What follows belongs to an exercise in optimizing a design on an open flow for a short achievable clock period, few clock cycles per item and low power; a production flow would make more cautious choices. Function was checked by simulation only, so behaviour that the tests miss may differ from the original. No activity file was given, so power comes from the tool's default toggle rates.

<file path="flow/config.mk">
export PLATFORM = sky130hd
export DESIGN_NAME = phz_osc_core
export DESIGN_NICKNAME = phz_osc_core
export VERILOG_FILES = /design/flow/design.v
export SDC_FILE = /design/flow/constraint.sdc
export NUM_CORES = 4
export LEC_CHECK = 0
export CAP_MARGIN = 20
export CORE_MARGIN = 2
export CORE_UTILIZATION = 40
export SLEW_MARGIN = 20
</file>
<file path="flow/constraint.sdc">
create_clock -name core_clock -period 27.0 [get_ports {clk}]
set_input_delay 5.4000 -clock core_clock [delete_from_list [all_inputs] [get_ports {clk}]]
set_output_delay 5.4000 -clock core_clock [all_outputs]
set_load 0.01 [all_outputs]
</file>
<file path="flow/design.v">
module phz_fadd (
    input  wire [31:0] a,
    input  wire [31:0] b,
    input  wire        sub,
    output reg  [31:0] y
);
    wire [31:0] bb = {b[31] ^ sub, b[30:0]};
    wire a_nan = (a[30:23] == 8'hFF) && (a[22:0] != 0);
    wire b_nan = (bb[30:23] == 8'hFF) && (bb[22:0] != 0);
    wire a_inf = (a[30:23] == 8'hFF) && (a[22:0] == 0);
    wire b_inf = (bb[30:23] == 8'hFF) && (bb[22:0] == 0);
    wire [7:0] ea = (a[30:23] == 0)  ? 8'd1 : a[30:23];
    wire [7:0] eb = (bb[30:23] == 0) ? 8'd1 : bb[30:23];
    wire [8:0] d_ab = {1'b0, ea} - {1'b0, eb};
    wire [7:0] d_ba = eb - ea;
    wire        a_ge  = !d_ab[8];
    wire [31:0] big   = a_ge ? a : bb;
    wire [31:0] sml   = a_ge ? bb : a;
    wire [7:0]  e_big = a_ge ? ea : eb;
    wire [7:0]  diff  = a_ge ? d_ab[7:0] : d_ba;
    wire [23:0] m_big   = {big[30:23] != 0, big[22:0]};
    wire [23:0] m_small = {sml[30:23] != 0, sml[22:0]};
    wire [26:0] big_al  = {m_big, 3'b000};
    wire        eff_sub = big[31] ^ sml[31];
    wire        near    = eff_sub && (diff[7:1] == 7'd0);
    wire [4:0]  dshift = (diff > 8'd31) ? 5'd31 : diff[4:0];
    wire [53:0] small_wide = {m_small, 3'b000, 27'd0} >> dshift;
    wire [26:0] small_al   = {small_wide[53:28], small_wide[27] | (small_wide[26:0] != 0)};
    wire [27:0] f_sum = eff_sub ? ({1'b0, big_al} - {1'b0, small_al})
                                : ({1'b0, big_al} + {1'b0, small_al});
    reg [26:0] f_norm;
    reg [8:0]  f_e;
    always @* begin
        if (f_sum[27]) begin
            f_norm = {f_sum[27:2], f_sum[1] | f_sum[0]};
            f_e    = {1'b0, e_big} + 9'd1;
        end else if (eff_sub && !f_sum[26]) begin
            f_norm = {f_sum[25:0], 1'b0};
            f_e    = {1'b0, e_big} - 9'd1;
        end else begin
            f_norm = f_sum[26:0];
            f_e    = {1'b0, e_big};
        end
    end
    wire [26:0] small_n = diff[0] ? {1'b0, m_small, 2'b00} : {m_small, 3'b000};
    wire [27:0] n_sub1  = {1'b0, big_al} - {1'b0, small_n};
    wire [26:0] n_sub2  = small_n - big_al;            
    wire        n_neg   = n_sub1[27];
    wire [26:0] n_sum   = n_neg ? n_sub2 : n_sub1[26:0];
    wire [26:0] limit = (e_big <= 8'd27) ? (27'h4000000 >> (e_big - 8'd1)) : 27'd0;
    function [4:0] lzc32(input [31:0] x);
        reg [15:0] x16;
        reg [7:0]  x8;
        reg [3:0]  x4;
        reg [1:0]  x2;
        reg        z16, z8, z4, z2, z1;
        begin
            z16 = (x[31:16] == 0);   x16 = z16 ? x[15:0]  : x[31:16];
            z8  = (x16[15:8] == 0);  x8  = z8  ? x16[7:0] : x16[15:8];
            z4  = (x8[7:4] == 0);    x4  = z4  ? x8[3:0]  : x8[7:4];
            z2  = (x4[3:2] == 0);    x2  = z2  ? x4[1:0]  : x4[3:2];
            z1  = !x2[1];
            lzc32 = {z16, z8, z4, z2, z1};
        end
    endfunction
    wire [4:0]  lshift = lzc32({n_sum | limit, 5'b11111});
    wire [26:0] n_norm = n_sum << lshift;
    wire [8:0]  n_e    = {1'b0, e_big} - {4'd0, lshift};
    wire [26:0] norm   = near ? n_norm : f_norm;
    wire [8:0]  e_norm = near ? n_e : f_e;
    wire        zero   = near ? (n_sum == 0) : (f_sum == 0);
    wire        r_sign = (near && n_neg) ? sml[31] : big[31];
    wire        rnd_up = norm[2] & (norm[1] | norm[0] | norm[3]);
    wire [24:0] m_rnd  = {1'b0, norm[26:3]} + {24'd0, rnd_up};
    wire [8:0]  e_fin  = m_rnd[24] ? e_norm + 9'd1 : e_norm;
    always @* begin
        if (a_nan || b_nan || (a_inf && b_inf && (a[31] != bb[31])))
            y = 32'h7FC00000;
        else if (a_inf || b_inf)
            y = {a_inf ? a[31] : bb[31], 8'hFF, 23'd0};
        else if (zero)
            y = {eff_sub ? 1'b0 : big[31], 31'd0};
        else if (e_fin >= 9'd255)
            y = {r_sign, 8'hFF, 23'd0};
        else if (m_rnd[24])
            y = {r_sign, e_fin[7:0], m_rnd[23:1]};
        else if (m_rnd[23])
            y = {r_sign, e_fin[7:0], m_rnd[22:0]};
        else
            y = {r_sign, 8'd0, m_rnd[22:0]};
    end
endmodule
module phz_fmul (
    input  wire [31:0] a,
    input  wire [31:0] b,
    input  wire        nrm,
    input  wire [23:0] na_m,
    input  wire [9:0]  na_e,
    input  wire [23:0] nb_m,
    input  wire [9:0]  nb_e,
    input  wire        sbp,
    input  wire [47:0] sp_prod,
    input  wire [10:0] sp_e0,
    output wire [47:0] prod,
    output wire [10:0] e0,
    output wire        need_sub,
    output wire [31:0] y
);
    wire sign = a[31] ^ b[31];
    wire a_max  = (a[30:23] == 8'hFF);
    wire b_max  = (b[30:23] == 8'hFF);
    wire a_zero = (a[30:0] == 0);
    wire b_zero = (b[30:0] == 0);
    wire a_nan  = a_max && (a[22:0] != 0);
    wire b_nan  = b_max && (b[22:0] != 0);
    wire is_nan = a_nan || b_nan || (a_max && b_zero) || (b_max && a_zero);
    wire is_inf = !is_nan && (a_max || b_max);
    wire is_zero = !is_nan && !a_max && !b_max && (a_zero || b_zero);
    wire finite = !a_max && !b_max && !a_zero && !b_zero;
    wire [23:0] ma = nrm ? na_m : {1'b1, a[22:0]};
    wire [23:0] mb = nrm ? nb_m : {1'b1, b[22:0]};
    wire [9:0]  ea = nrm ? na_e : {2'b00, a[30:23]};
    wire [9:0]  eb = nrm ? nb_e : {2'b00, b[30:23]};
    assign e0 = $signed({ea[9], ea}) + $signed({eb[9], eb}) - 11'sd127;
    assign need_sub = finite && $signed(e0) < 11'sd1;
    assign prod = ma * mb;
    wire        hi     = prod[47];
    wire [23:0] mh     = prod[47:24];
    wire [23:0] ml     = prod[46:23];
    wire        st_l   = (prod[21:0] != 0);
    wire        up_h   = prod[23] & (st_l | prod[22] | prod[24]);
    wire        up_l   = prod[22] & (st_l | prod[23]);
    wire [24:0] inc_h  = {1'b0, mh} + 25'd1;
    wire [24:0] inc_l  = {1'b0, ml} + 25'd1;
    wire [24:0] m_rnd  = hi ? (up_h ? inc_h : {1'b0, mh}) : (up_l ? inc_l : {1'b0, ml});
    wire [10:0] e1     = e0 + 11'd1;
    wire [10:0] e2     = e0 + 11'd2;
    wire [1:0]  esel   = {1'b0, hi} + {1'b0, m_rnd[24]};
    wire [10:0] e_nrm  = esel[1] ? e2 : esel[0] ? e1 : e0;
    wire        ovf    = esel[1] ? ($signed(e2) > 11'sd254) :
                         esel[0] ? ($signed(e1) > 11'sd254) : ($signed(e0) > 11'sd254);
    wire [10:0] nsh    = -sp_e0;
    wire [4:0]  sh     = (nsh > 11'd31) ? 5'd31 : nsh[4:0];
    wire [47:0] ps     = sp_prod >> sh;
    wire [47:0] lost   = ~(48'hFFFFFFFFFFFF << sh);
    wire [24:0] kept_s = ps[47:23];
    wire        stk_s  = (ps[22:0] != 0) | ((sp_prod & lost) != 0);
    wire        rup_s  = kept_s[0] & (stk_s | kept_s[1]);
    wire [24:0] m_rs   = {1'b0, kept_s[24:1]} + {24'd0, rup_s};
    wire use_norm = finite && !sbp && !ovf;
    wire use_sub  = finite && sbp;
    wire use_inf  = is_inf || (finite && !sbp && ovf);
    assign y = ({32{is_nan}}   & 32'h7FC00000) |
               ({32{use_inf}}  & {sign, 8'hFF, 23'd0}) |
               ({32{is_zero}}  & {sign, 31'd0}) |
               ({32{use_sub}}  & {sign, 6'd0, m_rs[24:23], m_rs[22:0]}) |
               ({32{use_norm}} & {sign, e_nrm[7:0], m_rnd[22:0]});
endmodule
module phz_fnorm (
    input  wire [31:0] a,
    output wire [23:0] m,
    output wire [9:0]  e
);
    function [4:0] lz23(input [22:0] v);
        integer k;
        begin
            lz23 = 5'd23;
            for (k = 0; k <= 22; k = k + 1)
                if (v[k]) lz23 = 5'd22 - k[4:0];
        end
    endfunction
    wire       sub = (a[30:23] == 0);
    wire [4:0] lz  = sub ? lz23(a[22:0]) + 5'd1 : 5'd0;
    assign m = {~sub, a[22:0]} << lz;
    assign e = {2'b00, a[30:23]} + {9'd0, sub} - {5'd0, lz};
endmodule
module phz_osc_core (
    input  wire        clk,
    input  wire        rst,
    input  wire        cmd_valid,
    output wire        cmd_ready,
    input  wire [1:0]  cmd_op,        
    input  wire [3:0]  cmd_type,      
    input  wire [31:0] cmd_x0,        
    input  wire [31:0] cmd_x1,        
    input  wire [31:0] cmd_x2,        
    output reg         rsp_valid,
    output wire [31:0] rsp_s0,
    output wire [31:0] rsp_s1,
    output wire [31:0] rsp_s2,
    output reg         rsp_clamp,
    output reg         rsp_err
);
    localparam OP_ADVANCE = 2'd0, OP_INIT = 2'd1, OP_LOAD = 2'd2, OP_READ = 2'd3;
    localparam T_SINE = 4'd1, T_VDP = 4'd7, T_DUF = 4'd8, T_CHUA = 4'd9, T_LOR = 4'd10;
    localparam [31:0] C_ONE       = 32'h3F800000;
    localparam [31:0] C_TWO_PI    = 32'h40C90FDB;
    localparam [31:0] C_F_MIN     = 32'h3A83126F;   
    localparam [31:0] C_IC_SMALL  = 32'h3C23D70A;   
    localparam [31:0] C_IC_CHAOS  = 32'h3DCCCCCD;   
    localparam [31:0] C_DUF_A0    = 32'hBF800000;   
    localparam [31:0] C_DUF_A1    = 32'h41200000;   
    localparam [31:0] C_DUF_C     = 32'hBDCCCCCD;   
    localparam [31:0] C_CHUA_K    = 32'h4179999A;   
    localparam [31:0] C_CHUA_C    = 32'h41E00000;   
    localparam [31:0] C_CHUA_NM1  = 32'hBF36DB6E;   
    localparam [31:0] C_CHUA_H    = 32'h3E5B6DB8;   
    localparam [31:0] C_LOR_SIGMA = 32'h41200000;   
    localparam [31:0] C_LOR_BETA  = 32'h402AAAAB;   
    localparam [31:0] C_LOR_RHO   = 32'h41E00000;   
    localparam [1:0] PH_IDLE = 2'd0, PH_PRO = 2'd1, PH_RUN = 2'd2;
    reg [3:0]  type_act;
    reg [31:0] d1, d2, d3;
    reg        b_valid;
    reg [1:0]  b_op;
    reg [3:0]  b_type;
    reg [31:0] b_x0, b_x1, b_x2;   
    reg        b_clamp;
    reg [31:0] c_dt;
    reg        c_clamp;
    reg [1:0]  phase;
    reg [2:0]  step;
    reg        la_active;    
    reg [31:0] p0, p1, p2, p3;
    reg [31:0] s0, s1, s2;
    reg [31:0] t0, t1, t2;
    reg [31:0] r0, r1, x0, x1;
    reg        nrm_ph;
    reg [23:0] na_m, nb_m;
    reg [9:0]  na_e, nb_e;
    reg        sbp_ph;
    reg [47:0] sp_prod;
    reg [10:0] sp_e0;
    assign rsp_s0 = d1;
    assign rsp_s1 = d2;
    assign rsp_s2 = d3;
    wire freq_nan  = (cmd_x0[30:23] == 8'hFF) && (cmd_x0[22:0] != 0);
    wire freq_ok   = !freq_nan && !cmd_x0[31] && (cmd_x0[30:0] >= C_F_MIN[30:0]);
    wire b_adv     = b_valid && (b_op == OP_ADVANCE);
    wire b_simple  = b_valid && (b_op != OP_ADVANCE);
    wire b_type_ok = (b_type == T_SINE) || (b_type == T_VDP) || (b_type == T_DUF) ||
                     (b_type == T_CHUA) || (b_type == T_LOR);
    localparam MA_K = 0, MA_R0 = 1, MA_R1 = 2, MA_DT = 3, MA_X0 = 4, MA_X1 = 5, MA_D1 = 6,
               MA_D2 = 7, MA_P0 = 8, MA_S0 = 9, MA_N = 10;
    localparam MK_TWO_PI = 0, MK_DUF_A1 = 1, MK_DUF_C = 2, MK_NM1 = 3, MK_H = 4, MK_CHUA_C = 5,
               MK_CHUA_K = 6, MK_SIGMA = 7, MK_BETA = 8, MK_N = 9;
    localparam MB_D1 = 0, MB_D2 = 1, MB_D3 = 2, MB_BF = 3, MB_BDT = 4, MB_S0 = 5, MB_S1 = 6,
               MB_S2 = 7, MB_T2 = 8, MB_X0 = 9, MB_N = 10;
    localparam MD_P0 = 0, MD_P1 = 1, MD_P2 = 2, MD_P3 = 3, MD_R0 = 4, MD_R1 = 5, MD_X0 = 6,
               MD_X1 = 7, MD_N = 8;
    localparam AS_K = 0, AS_D1 = 1, AS_D2 = 2, AS_D3 = 3, AS_P0 = 4, AS_P1 = 5, AS_P2 = 6,
               AS_P3 = 7, AS_S0 = 8, AS_S1 = 9, AS_T0 = 10, AS_R0 = 11, AS_N = 12;
    localparam AK_ONE = 0, AK_DUF_A0 = 1, AK_RHO = 2, AK_N = 3;
    localparam AD_0 = 0, AD_1 = 1, AD_2 = 2, AD_N = 3;
    reg [MA_N-1:0] u_ma;
    reg [MK_N-1:0] u_mk;
    reg [MB_N-1:0] u_mb;
    reg [MD_N-1:0] u_md;
    reg            u_la, u_la_first;
    reg [AS_N-1:0] u_aa, u_ab;
    reg [AK_N-1:0] u_ak;
    reg            u_asub, u_aabs;
    reg [AD_N-1:0] u_ad;
    reg [AS_N-1:0] u_ba, u_bb;
    reg            u_bsub;
    reg [AD_N-1:0] u_bd;
    reg            u_last, u_plast;
    wire in_pro    = (phase == PH_PRO);
    wire in_run    = (phase == PH_RUN);
    wire pro_end   = in_pro && u_plast;
    wire run_end   = in_run && u_last;
    wire la_start  = in_run && u_la_first && b_adv;
    wire la_on     = la_active || la_start;
    wire mul_wr    = (u_md != 0) && (!u_la || la_on);
    reg [31:0] mk, mul_a, mul_b;
    always @* begin
        mk = ({32{u_mk[MK_TWO_PI]}} & C_TWO_PI)   | ({32{u_mk[MK_DUF_A1]}} & C_DUF_A1) |
             ({32{u_mk[MK_DUF_C]}}  & C_DUF_C)    | ({32{u_mk[MK_NM1]}}    & C_CHUA_NM1) |
             ({32{u_mk[MK_H]}}      & C_CHUA_H)   | ({32{u_mk[MK_CHUA_C]}} & C_CHUA_C) |
             ({32{u_mk[MK_CHUA_K]}} & C_CHUA_K)   | ({32{u_mk[MK_SIGMA]}}  & C_LOR_SIGMA) |
             ({32{u_mk[MK_BETA]}}   & C_LOR_BETA);
        mul_a = ({32{u_ma[MA_K]}}  & mk) | ({32{u_ma[MA_R0]}} & r0) | ({32{u_ma[MA_R1]}} & r1) |
                ({32{u_ma[MA_DT]}} & c_dt) | ({32{u_ma[MA_X0]}} & x0) | ({32{u_ma[MA_X1]}} & x1) |
                ({32{u_ma[MA_D1]}} & d1) | ({32{u_ma[MA_D2]}} & d2) | ({32{u_ma[MA_P0]}} & p0) |
                ({32{u_ma[MA_S0]}} & s0);
        mul_b = ({32{u_mb[MB_D1]}} & d1) | ({32{u_mb[MB_D2]}} & d2) | ({32{u_mb[MB_D3]}} & d3) |
                ({32{u_mb[MB_BF]}} & b_x0) | ({32{u_mb[MB_BDT]}} & b_x1) |
                ({32{u_mb[MB_S0]}} & s0) | ({32{u_mb[MB_S1]}} & s1) | ({32{u_mb[MB_S2]}} & s2) |
                ({32{u_mb[MB_T2]}} & t2) | ({32{u_mb[MB_X0]}} & x0);
    end
    function [31:0] asel(input [AS_N-1:0] sel, input [31:0] k,
                         input [31:0] v_d1, input [31:0] v_d2, input [31:0] v_d3,
                         input [31:0] v_p0, input [31:0] v_p1, input [31:0] v_p2,
                         input [31:0] v_p3, input [31:0] v_s0, input [31:0] v_s1,
                         input [31:0] v_t0, input [31:0] v_r0);
        asel = ({32{sel[AS_K]}}  & k)    | ({32{sel[AS_D1]}} & v_d1) | ({32{sel[AS_D2]}} & v_d2) |
               ({32{sel[AS_D3]}} & v_d3) | ({32{sel[AS_P0]}} & v_p0) | ({32{sel[AS_P1]}} & v_p1) |
               ({32{sel[AS_P2]}} & v_p2) | ({32{sel[AS_P3]}} & v_p3) | ({32{sel[AS_S0]}} & v_s0) |
               ({32{sel[AS_S1]}} & v_s1) | ({32{sel[AS_T0]}} & v_t0) | ({32{sel[AS_R0]}} & v_r0);
    endfunction
    wire [31:0] ak = ({32{u_ak[AK_ONE]}} & C_ONE) | ({32{u_ak[AK_DUF_A0]}} & C_DUF_A0) |
                     ({32{u_ak[AK_RHO]}} & C_LOR_RHO);
    wire [31:0] a_opa = asel(u_aa, ak, d1, d2, d3, p0, p1, p2, p3, s0, s1, t0, r0);
    wire [31:0] a_opb = asel(u_ab, ak, d1, d2, d3, p0, p1, p2, p3, s0, s1, t0, r0);
    wire [31:0] b_opa = asel(u_ba, C_ONE, d1, d2, d3, p0, p1, p2, p3, s0, s1, t0, r0);
    wire [31:0] b_opb = asel(u_bb, C_ONE, d1, d2, d3, p0, p1, p2, p3, s0, s1, t0, r0);
    wire [31:0] a_in_a = {a_opa[31] & !u_aabs, a_opa[30:0]};
    wire [31:0] a_in_b = {a_opb[31] & !u_aabs, a_opb[30:0]};
    wire sub_a = (mul_a[30:23] == 8'd0) && (mul_a[22:0] != 23'd0);
    wire sub_b = (mul_b[30:23] == 8'd0) && (mul_b[22:0] != 23'd0);
    wire [23:0] fa_m, fb_m;
    wire [9:0]  fa_e, fb_e;
    phz_fnorm u_nra (.a(mul_a), .m(fa_m), .e(fa_e));
    phz_fnorm u_nrb (.a(mul_b), .m(fb_m), .e(fb_e));
    wire [31:0] mul_y, adda_y, addb_y;
    wire [47:0] mul_prod;
    wire [10:0] mul_e0;
    wire        mul_need_sub;
    phz_fmul u_fmul  (.a(mul_a), .b(mul_b), .nrm(nrm_ph), .na_m(na_m), .na_e(na_e),
                      .nb_m(nb_m), .nb_e(nb_e), .sbp(sbp_ph), .sp_prod(sp_prod), .sp_e0(sp_e0),
                      .prod(mul_prod), .e0(mul_e0), .need_sub(mul_need_sub), .y(mul_y));
    wire st_nrm = (sub_a || sub_b) && !nrm_ph;
    wire st_sub = !st_nrm && mul_need_sub && !sbp_ph;
    wire stall  = mul_wr && (st_nrm || st_sub);
    phz_fadd u_fadd  (.a(a_in_a), .b(a_in_b), .sub(u_asub), .y(adda_y));
    phz_fadd u_fadd2 (.a(b_opa), .b(b_opb), .sub(u_bsub), .y(addb_y));
    function [31:0] plus0(input [31:0] v);
        plus0 = (v[30:0] == 31'd0) ? 32'd0 : v;
    endfunction
    wire do_simple = (phase == PH_IDLE) && b_simple;
    wire start_run = !stall && (pro_end || (run_end && b_adv && la_on));
    wire consume   = start_run || do_simple;
    assign cmd_ready = !b_valid;
    wire accept    = cmd_valid && cmd_ready;
    wire b_adv_n   = b_adv && !consume;
    reg [1:0] ph_n;
    reg [2:0] st_n;
    reg [3:0] ty_n;
    always @* begin
        ph_n = phase; st_n = step; ty_n = type_act;
        if (!stall) begin
            case (phase)
            PH_IDLE: begin
                if (do_simple && b_op == OP_INIT && b_type_ok) ty_n = b_type;
                if (b_adv_n) begin ph_n = PH_PRO; st_n = 3'd0; end
            end
            PH_PRO: begin
                if (pro_end) begin ph_n = PH_RUN; st_n = 3'd0; end
                else         st_n = step + 3'd1;
            end
            default: begin
                if (run_end) begin
                    st_n = 3'd0;
                    if (start_run)    ph_n = PH_RUN;
                    else if (b_adv_n) ph_n = PH_PRO;
                    else              ph_n = PH_IDLE;
                end else begin
                    st_n = step + 3'd1;
                end
            end
            endcase
        end
    end
    integer ma, mkc, mb, md, aa, ab, akc, ad, ba, bb, bd;
    reg     la, la_first, asub, aabs, bsub, last, plast;
    reg [2:0] pro_last, run_last, la_step;
    always @* begin
        case (ty_n)
        T_SINE:  begin pro_last = 3'd2; run_last = 3'd4; la_step = 3'd1; end
        T_VDP:   begin pro_last = 3'd2; run_last = 3'd5; la_step = 3'd2; end
        T_DUF:   begin pro_last = 3'd1; run_last = 3'd7; la_step = 3'd5; end
        T_CHUA:  begin pro_last = 3'd1; run_last = 3'd6; la_step = 3'd3; end
        default: begin pro_last = 3'd0; run_last = 3'd6; la_step = 3'd6; end
        endcase
        ma = MA_N; mkc = MK_N; mb = MB_N; md = MD_N; la = 1'b0;
        aa = AS_N; ab = AS_N; akc = AK_N; asub = 1'b0; aabs = 1'b0; ad = AD_N;
        ba = AS_N; bb = AS_N; bsub = 1'b0; bd = AD_N;
        la_first = (ph_n == PH_RUN) && (st_n == la_step);
        last     = (ph_n == PH_RUN) && (st_n == run_last);
        plast    = (ph_n == PH_PRO) && (st_n == pro_last);
        if (ph_n == PH_PRO) begin
            case (ty_n)
            T_SINE, T_VDP: case (st_n)
                3'd0: begin ma = MA_K; mkc = MK_TWO_PI; mb = MB_BF; md = MD_X0; end
                3'd1: begin ma = MA_X0; mb = MB_X0; md = MD_X1; end
                default: begin ma = MA_X1; mb = MB_BDT; md = MD_R0; end
                endcase
            T_DUF: case (st_n)
                3'd0: begin ma = MA_K; mkc = MK_TWO_PI; mb = MB_BF; md = MD_X0; end
                default: begin ma = MA_K; mkc = MK_DUF_A1; mb = MB_X0; md = MD_R0; end
                endcase
            T_CHUA: case (st_n)
                3'd0: begin ma = MA_K; mkc = MK_CHUA_C; mb = MB_BDT; md = MD_R1; end
                default: begin ma = MA_K; mkc = MK_CHUA_K; mb = MB_BDT; md = MD_R0; end
                endcase
            default: begin ma = MA_K; mkc = MK_SIGMA; mb = MB_BDT; md = MD_R0; end
            endcase
        end else if (ph_n == PH_RUN) begin
            case (ty_n)
            T_SINE: case (st_n)
                3'd0: begin ma = MA_R0; mb = MB_D2; md = MD_P0; end                        
                3'd1: begin aa = AS_D1; ab = AS_P0; ad = AD_0;                              
                            la = 1'b1; ma = MA_K; mkc = MK_TWO_PI; mb = MB_BF; md = MD_X0; end
                3'd2: begin ma = MA_DT; mb = MB_S0; md = MD_P0; end                        
                3'd3: begin la = 1'b1; ma = MA_X0; mb = MB_X0; md = MD_X1; end
                default: begin aa = AS_D2; ab = AS_P0; asub = 1'b1;                         
                            la = 1'b1; ma = MA_X1; mb = MB_BDT; md = MD_R0; end
                endcase
            T_VDP: case (st_n)
                3'd0: begin ma = MA_R0; mb = MB_D2; md = MD_P0; end                        
                3'd1: begin ma = MA_D2; mb = MB_D2; md = MD_P1;                             
                            aa = AS_D1; ab = AS_P0; ad = AD_0; end                          
                3'd2: begin aa = AS_K; akc = AK_ONE; ab = AS_P1; asub = 1'b1; ad = AD_1;    
                            la = 1'b1; ma = MA_K; mkc = MK_TWO_PI; mb = MB_BF; md = MD_X0; end
                3'd3: begin aa = AS_S1; ab = AS_S0; asub = 1'b1; ad = AD_1;                 
                            la = 1'b1; ma = MA_X0; mb = MB_X0; md = MD_X1; end
                3'd4: begin ma = MA_DT; mb = MB_S1; md = MD_P0; end                        
                default: begin aa = AS_D2; ab = AS_P0;                                      
                            la = 1'b1; ma = MA_X1; mb = MB_BDT; md = MD_R0; end
                endcase
            T_DUF: case (st_n)
                3'd0: begin ma = MA_D1; mb = MB_D1; md = MD_P0;                             
                            aa = AS_K; akc = AK_DUF_A0; ab = AS_R0; asub = 1'b1; ad = AD_0; end  
                3'd1: begin ma = MA_P0; mb = MB_D1; md = MD_P0; end                        
                3'd2: begin ma = MA_K; mkc = MK_DUF_C; mb = MB_D2; md = MD_P1; end         
                3'd3: begin ma = MA_S0; mb = MB_D1; md = MD_P2; end                        
                3'd4: begin ma = MA_DT; mb = MB_D2; md = MD_P3;                             
                            aa = AS_P1; ab = AS_P2; asub = 1'b1; ad = AD_0; end             
                3'd5: begin aa = AS_S0; ab = AS_P0; asub = 1'b1; ad = AD_0;                 
                            la = 1'b1; ma = MA_K; mkc = MK_TWO_PI; mb = MB_BF; md = MD_X0; end
                3'd6: begin ma = MA_DT; mb = MB_S0; md = MD_P1;                             
                            aa = AS_D1; ab = AS_P3; ad = AD_1; end                          
                default: begin aa = AS_D2; ab = AS_P1;                                      
                            la = 1'b1; ma = MA_K; mkc = MK_DUF_A1; mb = MB_X0; md = MD_R0; end
                endcase
            T_CHUA: case (st_n)
                3'd0: begin ma = MA_K; mkc = MK_NM1; mb = MB_D1; md = MD_P0;                
                            aa = AS_D1; ab = AS_K; akc = AK_ONE; ad = AD_0;                 
                            ba = AS_D1; bb = AS_K; bsub = 1'b1; bd = AD_0; end              
                3'd1: begin ma = MA_R1; mb = MB_D2; md = MD_P1;                             
                            aa = AS_S0; ab = AS_T0; asub = 1'b1; aabs = 1'b1; ad = AD_0;    
                            ba = AS_D2; bb = AS_D1; bsub = 1'b1; bd = AD_0; end             
                3'd2: begin ma = MA_K; mkc = MK_H; mb = MB_S0; md = MD_P2;                  
                            aa = AS_D1; ab = AS_D2; asub = 1'b1; ad = AD_1;                 
                            ba = AS_D3; bb = AS_P1; bsub = 1'b1; bd = AD_1; end             
                3'd3: begin aa = AS_P0; ab = AS_P2; asub = 1'b1; ad = AD_0;                 
                            ba = AS_S1; bb = AS_D3; bd = AD_2;                              
                            la = 1'b1; ma = MA_K; mkc = MK_CHUA_C; mb = MB_BDT; md = MD_R1; end
                3'd4: begin ma = MA_DT; mb = MB_T2; md = MD_P1;                             
                            aa = AS_T0; ab = AS_S0; asub = 1'b1; ad = AD_0; end             
                3'd5: begin ma = MA_R0; mb = MB_S0; md = MD_P0;                             
                            aa = AS_D2; ab = AS_P1; ad = AD_1; end                          
                default: begin aa = AS_D1; ab = AS_P0;                                      
                            la = 1'b1; ma = MA_K; mkc = MK_CHUA_K; mb = MB_BDT; md = MD_R0; end
                endcase
            default: case (st_n)   
                3'd0: begin ma = MA_D1; mb = MB_D2; md = MD_P0;                             
                            aa = AS_K; akc = AK_RHO; ab = AS_D3; asub = 1'b1; ad = AD_0; end  
                3'd1: begin ma = MA_D1; mb = MB_S0; md = MD_P1;                             
                            aa = AS_D2; ab = AS_D1; asub = 1'b1; ad = AD_1; end             
                3'd2: begin ma = MA_K; mkc = MK_BETA; mb = MB_D3; md = MD_P2;               
                            aa = AS_P1; ab = AS_D2; asub = 1'b1; ad = AD_0; end             
                3'd3: begin ma = MA_DT; mb = MB_S0; md = MD_P1;                             
                            aa = AS_P0; ab = AS_P2; asub = 1'b1; ad = AD_2; end             
                3'd4: begin ma = MA_R0; mb = MB_S1; md = MD_P0;                             
                            aa = AS_D2; ab = AS_P1; ad = AD_0; end                          
                3'd5: begin ma = MA_DT; mb = MB_S2; md = MD_P2;                             
                            aa = AS_D1; ab = AS_P0; ad = AD_1; end                          
                default: begin aa = AS_D3; ab = AS_P2;                                      
                            la = 1'b1; ma = MA_K; mkc = MK_SIGMA; mb = MB_BDT; md = MD_R0; end
                endcase
            endcase
        end
    end
    always @(posedge clk) begin
        if (!stall) begin
            if (mul_wr) begin
                if (u_md[MD_P0]) p0 <= mul_y;
                if (u_md[MD_P1]) p1 <= mul_y;
                if (u_md[MD_P2]) p2 <= mul_y;
                if (u_md[MD_P3]) p3 <= mul_y;
                if (u_md[MD_R0]) r0 <= mul_y;
                if (u_md[MD_R1]) r1 <= mul_y;
                if (u_md[MD_X0]) x0 <= mul_y;
                if (u_md[MD_X1]) x1 <= mul_y;
            end
            if (u_ad[AD_0]) s0 <= adda_y;
            if (u_ad[AD_1]) s1 <= adda_y;
            if (u_ad[AD_2]) s2 <= adda_y;
            if (u_bd[AD_0]) t0 <= addb_y;
            if (u_bd[AD_1]) t1 <= addb_y;
            if (u_bd[AD_2]) t2 <= addb_y;
        end
        nrm_ph <= stall && (nrm_ph || st_nrm);
        sbp_ph <= stall && (sbp_ph || st_sub);
        if (stall && st_nrm) begin
            na_m <= fa_m; na_e <= fa_e;
            nb_m <= fb_m; nb_e <= fb_e;
        end
        if (stall && st_sub) begin
            sp_prod <= mul_prod;
            sp_e0   <= mul_e0;
        end
        if (rst) begin
            phase     <= PH_IDLE;
            step      <= 3'd0;
            la_active <= 1'b0;
            b_valid   <= 1'b0;
            type_act  <= T_SINE;
            d1        <= C_IC_SMALL;
            d2        <= C_IC_SMALL;
            d3        <= C_IC_SMALL;
            rsp_valid <= 1'b0;
            rsp_clamp <= 1'b0;
            rsp_err   <= 1'b0;
            nrm_ph    <= 1'b0;
            sbp_ph    <= 1'b0;
            u_md      <= {MD_N{1'b0}};
            u_ad      <= {AD_N{1'b0}};
            u_bd      <= {AD_N{1'b0}};
            u_last    <= 1'b0;
            u_plast   <= 1'b0;
            u_la_first <= 1'b0;
        end else begin
            rsp_valid <= 1'b0;
            if (consume) b_valid <= 1'b0;
            if (accept) begin
                b_valid <= 1'b1;
                b_op    <= cmd_op;
                b_type  <= cmd_type;
                b_x0    <= (cmd_op == OP_ADVANCE && !freq_ok) ? C_F_MIN : cmd_x0;
                b_x1    <= cmd_x1;
                b_x2    <= cmd_x2;
                b_clamp <= (cmd_op == OP_ADVANCE) && !freq_ok;
            end
            if (start_run) begin
                c_dt    <= b_x1;
                c_clamp <= b_clamp;
            end
            if (!stall) begin
                phase    <= ph_n;
                step     <= st_n;
                type_act <= ty_n;
                if (md != MD_N) begin
                    u_ma <= (ma == MA_N) ? {MA_N{1'b0}} : ({{(MA_N-1){1'b0}}, 1'b1} << ma);
                    u_mk <= (mkc == MK_N) ? {MK_N{1'b0}} : ({{(MK_N-1){1'b0}}, 1'b1} << mkc);
                    u_mb <= (mb == MB_N) ? {MB_N{1'b0}} : ({{(MB_N-1){1'b0}}, 1'b1} << mb);
                end
                u_md <= (md == MD_N) ? {MD_N{1'b0}} : ({{(MD_N-1){1'b0}}, 1'b1} << md);
                u_la <= la;
                u_la_first <= la_first;
                if (aa != AS_N) begin
                    u_aa <= (aa == AS_N) ? {AS_N{1'b0}} : ({{(AS_N-1){1'b0}}, 1'b1} << aa);
                    u_ab <= (ab == AS_N) ? {AS_N{1'b0}} : ({{(AS_N-1){1'b0}}, 1'b1} << ab);
                    u_ak <= (akc == AK_N) ? {AK_N{1'b0}} : ({{(AK_N-1){1'b0}}, 1'b1} << akc);
                    u_asub <= asub;
                    u_aabs <= aabs;
                end
                u_ad <= (ad == AD_N) ? {AD_N{1'b0}} : ({{(AD_N-1){1'b0}}, 1'b1} << ad);
                if (bd != AD_N) begin
                    u_ba <= (ba == AS_N) ? {AS_N{1'b0}} : ({{(AS_N-1){1'b0}}, 1'b1} << ba);
                    u_bb <= (bb == AS_N) ? {AS_N{1'b0}} : ({{(AS_N-1){1'b0}}, 1'b1} << bb);
                    u_bsub <= bsub;
                end
                u_bd <= (bd == AD_N) ? {AD_N{1'b0}} : ({{(AD_N-1){1'b0}}, 1'b1} << bd);
                u_last  <= last;
                u_plast <= plast;
                if (la_start) la_active <= 1'b1;
                if (do_simple) begin
                    rsp_valid <= 1'b1;
                    rsp_clamp <= 1'b0;
                    rsp_err   <= 1'b0;
                    case (b_op)
                    OP_INIT: begin
                        if (b_type_ok) begin
                            if (b_type >= 4'd7) begin
                                d1 <= C_IC_CHAOS; d2 <= C_IC_CHAOS; d3 <= C_IC_CHAOS;
                            end else begin
                                d1 <= C_IC_SMALL; d2 <= C_IC_SMALL; d3 <= C_IC_SMALL;
                            end
                        end else begin
                            rsp_err <= 1'b1;
                        end
                    end
                    OP_LOAD: begin
                        if (type_act >= 4'd7) begin
                            d1 <= b_x0; d2 <= b_x1; d3 <= b_x2;
                        end
                    end
                    default: ;
                    endcase
                end
                if (run_end) begin
                    la_active <= 1'b0;
                    rsp_valid <= 1'b1;
                    rsp_clamp <= c_clamp;
                    rsp_err   <= 1'b0;
                    case (type_act)
                    T_SINE, T_VDP: begin
                        d1 <= s0;
                        d2 <= plus0(adda_y);
                    end
                    T_DUF: begin
                        d1 <= plus0(s1);
                        d2 <= adda_y;
                    end
                    T_CHUA: begin
                        d1 <= plus0(adda_y);
                        d2 <= s1;
                        d3 <= t1;
                    end
                    default: begin
                        d1 <= plus0(s1);
                        d2 <= s0;
                        d3 <= adda_y;
                    end
                    endcase
                end
            end
        end
    end
endmodule
</file>
<file path="flow/flow/run.sh">
#!/bin/bash
# Standard synthesis and layout (the standard.sh), with repair_timing
# aiming for extra setup slack so the layout reaches a shorter period.
set -euo pipefail
bash standard.sh SETUP_SLACK_MARGIN=15 finish > standard_flow.log 2>&1
</file>
<file path="flow/standard.sh">
#!/bin/bash
# synth_recipe.tcl (not shown) runs the flow's synth.tcl, then flattens the netlist and writes it again
# the make line also repeats each setting of config.mk as NAME=value (left out here)
make -C /OpenROAD-flow-scripts/flow DESIGN_CONFIG=/design/flow/config.mk WORK_HOME=/design/flow/orfs CLKGATE_MAP_FILE= SYNTH_SCRIPT=/design/flow/synth_recipe.tcl "${@:-finish}"
</file>
==> results of run 1 <==
==> cell type report <==
class                      count  area share (%)
timing repair buffer        1696           12.92
tap                         3402           3.148
multi-input combinational   9723           59.01
clock inverter                62          0.5875
sequential                   924           19.58
antenna                       99          0.1832
inverter                     900           2.563
timing repair inverter         3         0.02776
clock buffer                 127           1.987
==> power by group through the flow <==
| stage | clock (mW) | combinational (mW) | sequential, mW |
|---|---|---|---|
| global placement | 0 | 12.2 | 1.96 |
| floorplan | 0 | 5.86 | 1.94 |
| detailed placement | 0 | 12.4 | 1.96 |
| global route | 1.56 | 14.8 | 1.93 |
| finish | 1.53 | 14.7 | 1.93 |
| CTS | 1.50 | 13.6 | 1.93 |
==> metal layers <==
| metal | vias to the layer above | global-route usage, % |
|---|---|---|
| met5 | - | 4.073 |
| met4 | 64 | 48.94 |
| met3 | 3836 | 26.33 |
| met2 | 10789 | 74.54 |
| met1 | 60562 | 55.02 |
| li1 | 48325 | - |
==> placed cells by master, fill, tap and decap left out, types with 93 or more instances in the layout <==
cell type | Yosys | routed
inv_1 | 892 | 843
fa_1 | 497 | 485
nand2_1 | 1252 | 1194
clkbuf_16 | 0 | 111
buf_6 | 5 | 148
nand3_1 | 313 | 287
a211oi_1 | 129 | 93
a22oi_1 | 391 | 355
o21ai_0 | 559 | 438
clkdlybuf4s50_1 | 0 | 203
a21o_1 | 156 | 150
and3_1 | 177 | 143
dfxtp_1 | 129 | 119
a21oi_1 | 771 | 641
o211ai_1 | 108 | 108
buf_4 | 4 | 1082
nand2b_1 | 124 | 116
nand4_1 | 192 | 192
nor3_1 | 269 | 214
a221oi_1 | 303 | 276
mux2i_1 | 333 | 240
xnor2_1 | 238 | 200
a22o_1 | 274 | 267
buf_12 | 0 | 165
edfxtp_1 | 795 | 795
ha_1 | 470 | 379
diode_2 | 0 | 99
nor2_1 | 1074 | 990
and2_1 | 129 | 114
mux2_2 | 161 | 120
a222oi_1 | 145 | 145
nor4_1 | 126 | 104
==> cells by family (layout without fill, tap and decap cells) <==
kind of cell | after synthesis | count (layout) | synth area share [%]
compound gates | 3847 | 3851 | 26.34
buf+inv | 1812 | 2788 | 6.688
fa+ha+maj | 971 | 971 | 15.26
mux | 500 | 502 | 5.069
xor+xnor | 333 | 333 | 2.810
other cells | 1 | 119 | 0.003604
simple gates | 4040 | 4046 | 18.41
flops | 924 | 924 | 25.43
==> how the worst max path moves through the flow <==
stage	start	end	slack [ns]
after global placement	u_aa[1]	d2[29]	9.15
after detailed placement	u_ak[1]	d2[29]	9.34
after global routing	u_ab[1]	d2[14]	13.79
final	u_ak[1]	d1[13]	13.76
after floorplan	u_aa[1]	d2[29]	15.00
after CTS	u_aa[1]	d2[10]	14.24
==> repair_timing <==
action,in CTS,in global routing
setup endpoints to repair,538,565
hold buffers,0,0
cloned,66,14
gates resized for setup,1589,546
buffers inserted,711,245
pin swaps,447,298
==> critical path: cells and delay by family (launching register included) <==
family	cells	cell delay (ns)
buffers and inverters	10	1.64
multiplexers	2	0.68
AND/OR/NAND/NOR	12	4.38
AO/OA/AOI/OAI	19	4.73
flip-flops	1	0.48
adder cells (fa/ha/maj)	4	1.13
==> cells in the mapped netlist (all sizes together) (44+ instances only) <==
master  instances
nand2        1252
nor2         1078
inv           897
edfxtp        795
a21oi         775
clkbuf        705
o21ai         587
fa            497
ha            470
a22oi         391
mux2i         334
nand3         314
a221oi        305
nor3          276
a22o          274
xnor2         238
buf           207
nand4         192
and3          177
mux2          162
a21o          156
a222oi        145
a211oi        133
and2          131
nor4          130
dfxtp         129
nand2b        124
o211ai        109
a31oi          98
o22ai          96
xor2           95
nor2b          90
o21bai         86
o31ai          72
o21a           63
or2            61
or3            51
a221o          50
a311oi         49
o221ai         44
==> per-stage QoR <==
step / utilization (%) / worst slack (ns) / instances
2_1_floorplan: - / 15.00 / 12447
3_3_place_gp: 42.89 / 9.155 / 15598
3_5_place_dp: 42.92 / 9.343 / 15600
4_1_cts: 50.05 / 14.24 / 16566
5_1_grt: 52.09 / 13.79 / 16859
6_report: 52.16 / 13.76 / 16936
==> metrics.yaml, run 1 <==
regMostFlops: "sp_prod"
syn-mean-instance-area_um2: 8.372
p_int_mw: 7.598
final_hold_viol_count: 0
clock_path_buffers: 3
drt-total-wl_um: 711800
cp.arrival_ns: 13.92
finalCriticalPeriod_ns: 13.24
p_clk_share_pct: 8.4
slew_viol_final: 0
met2WireLength_um: 289100
finalSetupViolCount: 0
grt_pass1_wl_um: 960300
crit_top_cell: "buf_4"
max_cap_viol_count: 0
p_leak_nw: 54.56
timing.rr.end: "d1[13]"
synth_top_area_cell: "edfxtp_1"
h-tree-depth: 3
switching_share_pct: 58.13
first_pass_iters: 23
timing.rr.start: "u_ak[1]"
drt_iter0_drc: 22287
required_ns: 27.68
slowest_delay_ns: 1.10
power_density_nw_per_um2: 134.2
status: "no timing/DRC/antenna violations"
skew_ns: 0.09519
ff2ff_setup_slack_ns: 13.76
ys_top_cells_by_area: "edfxtp_1, fa_1, ha_1, nand2_1, nor2_1"
grt_remaining_overflow: 0
grt_usage_pct: 52.11
cts_made_buffers: 101
cpMaxStageDelayCell: "nor3_1"
yosys.area.top_type_share_pct: 22.95
worstSetupEndpointType: "flip-flop"
synthArstFlopShare_pct: 0
relSlewSlack_pct: 6.148
rows: 187
worstHoldStart: "u_ad[0]"
seq_area_um2: 26470
critPathKind: "reg2reg"
die_y_um: 514
ant_nets: 0
die_x_um: 514
p_sw_mw: 10.55
wl_met3_um: 102600
rsz0062_at_grt: "true"
drt-vias-per-instance: 7.297
finalPower_mw: 18.15
synth_flop_cell: "edfxtp_1"
synth_cells: 12428
multiInputGateArea_um2: 79800
grt_pass1_vias: 115171
fin_crit_sh_pct: 49.03
clkTransAtPathRegs_ns: 0.07
dr.max_layer_used: "met5"
wl_per_cell_um: 42.03
synth_cell_type_count: 127
fillers: 23909
clockRootBuffer: "clkbuf_16"
io_buffers: 204
ys_ff_latch: 924
irDropWorstVdd_uv: 1762
place.gp.congestion: 1.148
die_area_um2: 264200
whs_ns: 0.4465
hold_end: "u_ad[0]"
cts_tree: "done"
grt_max_degree: 72
fmax_mhz: 75.54
path_max_fanout: 9
rr_worst_depth: 47
ys_seq_area_share_pct: 25.43
syn_to_final_growth_pct: 29.97
finalNetCount: 14421
wl_met1_um: 230200
synth_area_um2: 104000
drc: 0
combPwrFrac_pct: 80.9
setup_tns_ns: 0
start_kind: "flip-flop"
pin_count: 205
drive_gt1_share_pct: 23.75
final_cell_area_um2: 135200
largest_reg_flops: 48
hold_depth: 2
worstMarginPinSlew_ns: 1.397
pwr-share-seq_pct: 10.7
core_area_um2: 259200
clock-sinks: 924
yosys_warnings: 3
placed_area_um2: 111300
holdCritPathClass: "reg2reg"
start_util_pct: 40.13
num_vias: 123576
grt_antenna_before_repair: 105
clock_latency_ns: 0.85
post-dp-hpwl_um: 493800
synth_edf_count: 795
Testbench counts, summed over its fixed seeds: cycles 107,416, items 16,000.
==> run 2, diff against run 1 <==
--- a/flow/design.v
+++ b/flow/design.v
@@ -20,33 +20,17 @@
     wire [7:0]  diff  = a_ge ? d_ab[7:0] : d_ba;
     wire [23:0] m_big   = {big[30:23] != 0, big[22:0]};
     wire [23:0] m_small = {sml[30:23] != 0, sml[22:0]};
-    wire [26:0] big_al  = {m_big, 3'b000};
-    wire        eff_sub = big[31] ^ sml[31];
-    wire        near    = eff_sub && (diff[7:1] == 7'd0);
     wire [4:0]  dshift = (diff > 8'd31) ? 5'd31 : diff[4:0];
     wire [53:0] small_wide = {m_small, 3'b000, 27'd0} >> dshift;
     wire [26:0] small_al   = {small_wide[53:28], small_wide[27] | (small_wide[26:0] != 0)};
-    wire [27:0] f_sum = eff_sub ? ({1'b0, big_al} - {1'b0, small_al})
-                                : ({1'b0, big_al} + {1'b0, small_al});
-    reg [26:0] f_norm;
-    reg [8:0]  f_e;
-    always @* begin
-        if (f_sum[27]) begin
-            f_norm = {f_sum[27:2], f_sum[1] | f_sum[0]};
-            f_e    = {1'b0, e_big} + 9'd1;
-        end else if (eff_sub && !f_sum[26]) begin
-            f_norm = {f_sum[25:0], 1'b0};
-            f_e    = {1'b0, e_big} - 9'd1;
-        end else begin
-            f_norm = f_sum[26:0];
-            f_e    = {1'b0, e_big};
-        end
-    end
-    wire [26:0] small_n = diff[0] ? {1'b0, m_small, 2'b00} : {m_small, 3'b000};
-    wire [27:0] n_sub1  = {1'b0, big_al} - {1'b0, small_n};
-    wire [26:0] n_sub2  = small_n - big_al;            
-    wire        n_neg   = n_sub1[27];
-    wire [26:0] n_sum   = n_neg ? n_sub2 : n_sub1[26:0];
+    wire [26:0] big_al     = {m_big, 3'b000};
+    wire        eff_sub = big[31] ^ sml[31];
+    wire [27:0] s_add   = {1'b0, big_al} + {1'b0, small_al};
+    wire [27:0] s_sub1  = {1'b0, big_al} - {1'b0, small_al};
+    wire [26:0] s_sub2  = small_al - big_al;
+    wire        neg     = eff_sub && s_sub1[27];    
+    wire [27:0] sum     = !eff_sub ? s_add : neg ? {1'b0, s_sub2} : s_sub1;
+    wire        r_sign  = neg ? sml[31] : big[31];
     wire [26:0] limit = (e_big <= 8'd27) ? (27'h4000000 >> (e_big - 8'd1)) : 27'd0;
     function [4:0] lzc32(input [31:0] x);
         reg [15:0] x16;
@@ -63,22 +47,28 @@
             lzc32 = {z16, z8, z4, z2, z1};
         end
     endfunction
-    wire [4:0]  lshift = lzc32({n_sum | limit, 5'b11111});
-    wire [26:0] n_norm = n_sum << lshift;
-    wire [8:0]  n_e    = {1'b0, e_big} - {4'd0, lshift};
-    wire [26:0] norm   = near ? n_norm : f_norm;
-    wire [8:0]  e_norm = near ? n_e : f_e;
-    wire        zero   = near ? (n_sum == 0) : (f_sum == 0);
-    wire        r_sign = (near && n_neg) ? sml[31] : big[31];
-    wire        rnd_up = norm[2] & (norm[1] | norm[0] | norm[3]);
-    wire [24:0] m_rnd  = {1'b0, norm[26:3]} + {24'd0, rnd_up};
-    wire [8:0]  e_fin  = m_rnd[24] ? e_norm + 9'd1 : e_norm;
+    wire [4:0] lshift = lzc32({sum[26:0] | limit, 5'b11111});
+    reg [26:0] norm;
+    reg [8:0]  e_norm;
+    reg        rnd_up;
+    reg [24:0] m_rnd;
+    reg [8:0]  e_fin;
     always @* begin
+        if (sum[27]) begin
+            norm   = {sum[27:2], sum[1] | sum[0]};
+            e_norm = {1'b0, e_big} + 9'd1;
+        end else begin
+            norm   = sum[26:0] << lshift;
+            e_norm = {1'b0, e_big} - {4'd0, lshift};
+        end
+        rnd_up = norm[2] & (norm[1] | norm[0] | norm[3]);
+        m_rnd  = {1'b0, norm[26:3]} + {24'd0, rnd_up};
+        e_fin  = m_rnd[24] ? e_norm + 9'd1 : e_norm;
         if (a_nan || b_nan || (a_inf && b_inf && (a[31] != bb[31])))
             y = 32'h7FC00000;
         else if (a_inf || b_inf)
             y = {a_inf ? a[31] : bb[31], 8'hFF, 23'd0};
-        else if (zero)
+        else if (sum == 0)
             y = {eff_sub ? 1'b0 : big[31], 31'd0};
         else if (e_fin >= 9'd255)
             y = {r_sign, 8'hFF, 23'd0};
==> run 2 against run 1 <==
Die area is 6.7% lower. Final area is 7.6% lower. Clock-buffer cell count is 1 lower. Critical path type unchanged. Sequential share of layout area increased by 1.6 points. Non-clock buffer count decreased by 230. Still clean.
==> metrics.yaml, run 2 <==
status: "no timing/DRC/antenna violations"
irDropWorstVdd_uv: 928.6
final_hold_viol_count: 0
synth-simple-area-share_pct: 18.35
slew_viol_final: 0
synth.most_common_cell: "nand2_1"
holdCritPathClass: "reg2reg"
relSlewSlack_pct: 4.618
largest_reg_flops: 48
grt_pass1_vias: 103987
gr-usage-met1_pct: 58.47
cpMaxStageDelayCell: "or4b_4"
cp.arrival_ns: 15.72
cts_hold_buf: 0
core_area_um2: 240800
slowest_delay_ns: 0.58
ant_nets: 0
required_ns: 27.54
ff2ff_setup_slack_ns: 11.82
p_leak_nw: 49.42
mostFrequentLayoutCells: "nand2_1, nor2_1, buf_4"
grtUsageMet2_pct: 68.71
seq_area_um2: 26470
clock_latency_ns: 0.88
crit_buf_inv: 10
cts_made_buffers: 104
grt_max_degree: 84
drt-vias-per-instance: 7.214
wl_per_cell_um: 40.41
yosys_warnings: 3
synth_top_area_cell: "edfxtp_1"
start_util_pct: 40.30
ys_seq_area_share_pct: 27.27
ys_ff_latch: 924
h-tree-depth: 3
finalNetCount: 13208
die_y_um: 496.5
synthMuxAreaShare_pct: 3.414
yosys-top-cells-count: "nand2_1, nor2_1, inv_1"
synthArstFlopShare_pct: 0
synth_fa_ha_area_share_pct: 15.72
yosys.area.top_type_share_pct: 24.61
fillers: 22068
clockRootBuffer: "clkbuf_16"
crit_top_cell: "buf_4"
power_density_nw_per_um2: 163.6
pin_count: 205
clkTransAtPathRegs_ns: 0.06
synth_area_um2: 97020
grt_usage_pct: 48.93
place.gp.congestion: 1.085
regMostFlops: "sp_prod"
clock_path_buffers: 3
ys_top_cells_by_area: "edfxtp_1, fa_1, ha_1, nand2_1, nor2_1"
first_pass_iters: 21
synth_cell_type_count: 138
rows: 180
fin_ws_ns: 11.82
drive_gt1_share_pct: 22.84
syn-mean-instance-area_um2: 8.524
synth-xor-area-share_pct: 2.631
finalSetupViolCount: 0
synth_flop_cell: "edfxtp_1"
fin_crit_sh_pct: 56.23
worstMarginPinSlew_ns: 1.431
drc: 0
critPathKind: "reg2reg"
final_cell_area_um2: 125000
synth_edf_count: 795
rsz0062_at_grt: "true"
final_common_cell: "nand2_1"
synth_top_family_by_area: "compound AO/OA/AOI/OAI gates"
path_max_fanout: 8
grt_remaining_overflow: 0
skew_ns: 0.1341
fmax_mhz: 65.86
io_buffers: 204
grt_pass1_wl_um: 848400
top_usage_layer: "met2"
synth_compound_area_share_pct: 26.05
clock-sinks: 924
worstSetupEndpointType: "flip-flop"
dp_slack_ns: 7.931
max_cap_viol_count: 0
multiInputGateArea_um2: 72110
placed_area_um2: 104400
syn_to_final_growth_pct: 28.84
cts_tree: "done"
finalCriticalPeriod_ns: 15.18
gr-usage-met3_pct: 22.57
setup_tns_ns: 0
post-dp-hpwl_um: 433000
drt_iter0_drc: 20988
start_kind: "flip-flop"
drt-total-wl_um: 626600
cpLargestDelayFamily: "simple AND/OR/NAND/NOR gates"
die_area_um2: 246500
die_x_um: 496.5
synth_cells: 11382
num_vias: 111859
grt_antenna_before_repair: 49
run 2: changes by cell type after synthesis, sizes merged, moves of 37 or more:
cell / delta
a21oi: -71
buf: -53
clkbuf: -55
ha: -43
inv: -59
mux2: -72
mux2i: -115
nand2: -65
nand3: -37
o211ai: -38
o21ai: -114
xnor2: -55
run 2: cells by family (layout without fill, tap and decap cells):
logic type                 after synthesis  in the layout
buffers and inverters                 1649           2507
and+or+nand+nor                       3782           3790
muxes                                  313            315
other                                    1             70
DFF                                    924            924
adders and majority gates              922            922
AOI/OAI and AO/OA                     3506           3508
xor gates and xnor gates               285            285
run 2: final timing paths:
path / startpoint / endpoint / cells past startpoint
worst max-delay path: u_ba[4] / t0[1] / 59
worst min-delay path: b_clamp / c_clamp / 0
worst max register to register: u_ba[4] / t0[1] / 59
worst min register to register: b_clamp / c_clamp / 0
run 2: area by class of cell:
class / count / area share, %
diodes: 50 / 0.1001
flip-flops and latches: 924 / 21.17
inverters: 845 / 2.563
repair buffers: 1466 / 12.38
well taps: 3185 / 3.188
clock buffers: 126 / 2.204
multi-input cells: 8840 / 57.69
clock inverters: 70 / 0.7047
run 2: stage by stage:
stage	hold WS (ns)	util [%]	total power, mW	instances
detailed placement	0.4164	43.34	14.75	14329
floorplan	0.4003	-	10.76	11401
global route	0.4543	51.88	21.63	15463
CTS	0.4338	50.23	18.89	15214
global placement	0.4027	43.33	14.62	14326
finish	0.4314	51.92	20.45	15506
run 2: power by group:
group	leakage (nW)	total [mW]	internal [mW]	switching [mW]
clock network	1.75	1.57	0.871	0.696
registers	8.31	2.18	2.13	0.0484
logic	39.4	16.7	6.45	10.3
run 2: metal layers:
metal	vias to the layer above	share of wire, %
li1	44009	-
met1	55091	35
met2	9739	40
met3	2976	15
met4	44	9.7
met5	-	0.39
run 2: timing repair:
| item | CTS | global route |
|---|---|---|
| setup buffers | 635 | 225 |
| gates resized for setup | 1293 | 414 |
| setup endpoints to repair | 543 | 536 |
| pin swaps | 413 | 312 |
| cloned | 54 | 11 |
Testbench counts of run 2, summed over its fixed seeds: cycles 107,416, items 16,000.

==> afterwards: timing with drivers on the ports <==
How much do the figures lean on ideal ports? The routed layouts below were timed once more, with nothing changed but the port constraints.
Step 1: set_driving_cell puts a clkbuf_16 on clk and a buf_2 on each other input, an assumption about the parent block.
Step 2 adds t to the input delays and takes it off the output delays; t is the mean of the earliest and latest rising clock arrival at the registers after step 1. Input paths then give back, and output paths get back, about the clock's delay inside the block.
Three values: no drivers, after step 1, after step 2; two values: the first two.
run	shift t [ns]	slack for setup (ns)	worst hold slack (ns)	worst setup path after step 2	slew at the worst register clock pin (ns)
run 1	0.900	13.762 / 13.762 / 13.762	0.446 / 0.446 / 0.446	register to register	0.08 / 0.08
run 2	0.908	11.817 / 11.817 / 11.817	0.431 / 0.431 / 0.431	register to register	0.07 / 0.07
After both steps every run listed still meets setup and hold.
